What follows belongs to an exercise in optimizing a design on an open flow for small area, a short achievable clock period and few clock cycles per item; a production flow would make more cautious choices.
Where RTL was checked, it was by simulation tests only, not by an equivalence proof against the original.

## the reference run
==> flow/design.v (excerpt) <==
module qsearch_mb (
    input  wire        clk,
    input  wire        rst,         
    input  wire        in_valid,
    output wire        in_ready,
    input  wire [15:0] in_coef,     
    input  wire        in_mode,     
    output wire        out_valid,
    input  wire        out_ready,
    output wire [3:0]  out_qno,     
    output wire        out_fit,     
    output wire [11:0] out_cost,    
    output wire [11:0] out_cls      
);
    reg         rdy;               
    reg         v0;
    reg  [15:0] c0;
    reg         m0;
    assign in_ready = rdy;
    always @(posedge clk) begin
        v0 <= in_valid && rdy && !rst;
        c0 <= in_coef;
        m0 <= in_mode;
    end
    reg  [5:0]  cnt;               
    reg  [2:0]  blk;
    reg         bmode;
    reg         g11, g23, g35;     
    reg  [2:0]  ucat [0:12];       
    reg         dc1;               
    reg         f1;                
    reg         e1;                
    reg  [2:0]  blke;              
    reg         eob2;              
    localparam [16*13-1:0] ROWS = {
        16'h5544,    
        16'h5443,    
        16'h2111,    
        16'h1111,    
        16'h4433,    
        16'h4332,    
        16'h3322,    
        16'h3221,    
        16'h2211,    
        16'h2110,    
        16'h1100,    
        16'h1000,    
        16'h0000     
    };
    wire        neg  = c0[15];
    wire [15:0] y    = c0 ^ {16{neg}};
    wire        ac0  = v0 && (cnt != 6'd0);
    wire        md   = (cnt == 6'd0) ? m0 : bmode;
    wire [1:0]  zone = md ? cnt[1:0] : cnt[5:4];
    function ge(input [15:0] yy, input nn, input [15:0] t);
        ge = (yy >= t) || (nn && yy == t - 16'd1);
    endfunction
    function [2:0] cat_of(input [15:0] yy, input nn, input [2:0] s);
        begin
            if (ge(yy, nn, 16'd256 << s))     cat_of = 3'd5;
            else if (ge(yy, nn, 16'd4 << s)) cat_of = 3'd4;
            else if (ge(yy, nn, 16'd3 << s)) cat_of = 3'd3;
            else if (ge(yy, nn, 16'd2 << s)) cat_of = 3'd2;
            else if (ge(yy, nn, 16'd1 << s)) cat_of = 3'd1;
            else                             cat_of = 3'd0;
        end
    endfunction
    wire [2:0]  cat_s [0:5];
    genvar sg;
    generate
        for (sg = 0; sg < 6; sg = sg + 1) begin : shs
            assign cat_s[sg] = cat_of(y, neg, sg);
  ...
For scale: roughly 350 flip-flops, ~52 I/O pins.
clock: 12.5 ns
lec_check: 0
cap_margin: 50
core_margin: 2
core_utilization: 40
cts_cluster_diameter: 120
cts_cluster_size: 24
slew_margin: 70
synth_memory_max_bits: 8192
buffer_ports_args: -buffer_cell sky130_fd_sc_hd__buf_2
standard.sh (not shown) runs the stock make flow with config.mk's settings and CLKGATE_MAP_FILE= SYNTH_SCRIPT=/design/flow/synth_recipe.tcl, a recipe that flattens the netlist after the stock synthesis.
==> flow/flow/run.sh <==
#!/bin/bash
# Standard layout, with the port buffers made of plain buffers
# (sky130_fd_sc_hd__buf_2) instead of the delay buffers buffer_ports picks.
set -euo pipefail
echo 'export BUFFER_PORTS_ARGS = -buffer_cell sky130_fd_sc_hd__buf_2' >> "$FLOW_CONFIG"
bash standard.sh > standard.log 2>&1
Testbench counts of the reference run, summed over its fixed seeds: cycles 49,200, mbs 128.
Modified inputs, the trial run compared to the reference run
-- flow/design.v --
<<< the reference run, line 27
    reg         bmode;
    reg         g11, g23, g35;     
    reg  [2:0]  ucat [0:12];       
    reg         dc1;               
    reg         f1;                
>>> the trial run, line 27
    reg         bmode;
    reg         g11, g23, g35;     
    reg  [2:0]  catr [0:5];        
    reg  [1:0]  zone1;             
    reg         dc1;               
    reg         f1;                
<<< the reference run, line 56
        ge = (yy >= t) || (nn && yy == t - 16'd1);
    endfunction
    function [2:0] cat_of(input [15:0] yy, input nn, input [2:0] s);
        begin
            if (ge(yy, nn, 16'd256 << s))     cat_of = 3'd5;
            else if (ge(yy, nn, 16'd4 << s)) cat_of = 3'd4;
            else if (ge(yy, nn, 16'd3 << s)) cat_of = 3'd3;
            else if (ge(yy, nn, 16'd2 << s)) cat_of = 3'd2;
            else if (ge(yy, nn, 16'd1 << s)) cat_of = 3'd1;
            else                             cat_of = 3'd0;
        end
    endfunction
>>> the trial run, line 57
        ge = (yy >= t) || (nn && yy == t - 16'd1);
    endfunction
    localparam [2:0] C_Z = 3'd0, C_A1 = 3'd1, C_A2 = 3'd3, C_A3 = 3'd2,
                     C_A4 = 3'd6, C_BAD = 3'd7, C_NOP = 3'd4;
    function [2:0] cat_of(input [15:0] yy, input nn, input [2:0] s);
        begin
            if (ge(yy, nn, 16'd256 << s))     cat_of = C_BAD;
            else if (ge(yy, nn, 16'd4 << s)) cat_of = C_A4;
            else if (ge(yy, nn, 16'd3 << s)) cat_of = C_A3;
            else if (ge(yy, nn, 16'd2 << s)) cat_of = C_A2;
            else if (ge(yy, nn, 16'd1 << s)) cat_of = C_A1;
            else                             cat_of = C_Z;
        end
    endfunction
<<< the reference run, line 99
        end
        if (v0 && cnt == 6'd63) blke <= blk;
        for (k = 0; k < 13; k = k + 1)
            ucat[k] <= ac0 ? cat_s[ROWS[16*k + 4*zone +: 3]] : 3'd7;
        dc1   <= v0 && (cnt == 6'd0);
        f1    <= v0 && (cnt == 6'd1);
>>> the trial run, line 102
        end
        if (v0 && cnt == 6'd63) blke <= blk;
        for (k = 0; k < 6; k = k + 1)
            catr[k] <= ac0 ? cat_s[k] : C_NOP;
        zone1 <= zone;
        dc1   <= v0 && (cnt == 6'd0);
        f1    <= v0 && (cnt == 6'd1);
<<< the reference run, line 129
            assign sum[7:5] = cy[5] ? hi1 : {1'b0, base[6:5]};
            always @(*) begin
                c     = ucat[u];
                tok   = 5'd0;
                run_n = 2'd0;
                bad   = 1'b0;
                case (c)
                    3'd0: run_n = (run == 2'd3) ? 2'd3 : run + 2'd1;
                    3'd1: case (run)
                              2'd0: tok = 5'd3;  2'd1: tok = 5'd5;
                              2'd2: tok = 5'd6;  default: tok = 5'd16;
                          endcase
                    3'd2: case (run)
                              2'd0: tok = 5'd4;  2'd1: tok = 5'd11;
                              default: tok = 5'd17;
                          endcase
                    3'd3: case (run)
                              2'd0: tok = 5'd5;  2'd1: tok = 5'd12;
                              default: tok = 5'd18;
                          endcase
                    3'd4: case (run)
                              2'd0: tok = 5'd16; 2'd1: tok = 5'd23;
                              default: tok = 5'd29;
                          endcase
                    3'd5: bad = 1'b1;
                    default: run_n = run;
                endcase
>>> the trial run, line 133
            assign sum[7:5] = cy[5] ? hi1 : {1'b0, base[6:5]};
            always @(*) begin
                case (zone1)
                    2'd0:    c = catr[ROWS[16*u +: 3]];
                    2'd1:    c = catr[ROWS[16*u + 4 +: 3]];
                    2'd2:    c = catr[ROWS[16*u + 8 +: 3]];
                    default: c = catr[ROWS[16*u + 12 +: 3]];
                endcase
                tok   = 5'd0;
                run_n = 2'd0;
                bad   = 1'b0;
                case (c)
                    C_Z: run_n = (run == 2'd3) ? 2'd3 : run + 2'd1;
                    C_A1: case (run)
                              2'd0: tok = 5'd3;  2'd1: tok = 5'd5;
                              2'd2: tok = 5'd6;  default: tok = 5'd16;
                          endcase
                    C_A2: case (run)
                              2'd0: tok = 5'd4;  2'd1: tok = 5'd11;
                              default: tok = 5'd17;
                          endcase
                    C_A3: case (run)
                              2'd0: tok = 5'd5;  2'd1: tok = 5'd12;
                              default: tok = 5'd18;
                          endcase
                    C_A4: case (run)
                              2'd0: tok = 5'd16; 2'd1: tok = 5'd23;
                              default: tok = 5'd29;
                          endcase
                    C_BAD: bad = 1'b1;
                    default: run_n = run;
                endcase
The trial run against the reference run; die area is down by a few percent. Of the trial run and the reference run, it is the trial run that has the lower total half-perimeter wirelength after legalization and detailed placement. The final reports for the trial run and the reference run show final cell count lower in the former. The run with more routed wire is the reference run, not the trial run. In the trial run relative to the reference run, count of plain and timing-repair buffers had gone down by a few percent. On cell area, the trial run does better than the reference run. Global-route wire length before repair (higher): the reference run. Run comparison: the reference run timing endpoint of the critical path out_cls[4]; the trial run timing endpoint of the critical path unit[12].ovf. Going from the reference run to the trial run, cell depth of the worst setup path grows by 14. Clock skew: the trial run > the reference run.
The RTL of the trial run was laid out without a check of its function.

==> what the ideal ports hide <==
Ports are ideal in the flow. The routed layouts listed here were re-timed in OpenROAD. Step 1 assumes that a clkbuf_16 drives the clock port and a buf_2 every other input. Step 2 times the ports against the registers' clock, not the clock port: input delays grow and output delays shrink by t, the midpoint of the rising clock arrivals with the driver on. Three values: no drivers, after step 1, after step 2; two values: the first two.
| run | t, ns | setup WS [ns] | worst setup path after step 2 | slew at the worst register clock pin (ns) | worst slew at a driven data input, ns |
|---|---|---|---|---|---|
| the reference run | 0.586 | 8.891 / 8.832 / 9.202 | register to register | 0.11 / 0.11 | 0.04 |
| the trial run | 0.583 | 7.872 / 7.872 / 7.872 | register to register | 0.10 / 0.10 | 0.03 |
After both steps every run listed still meets setup and hold.
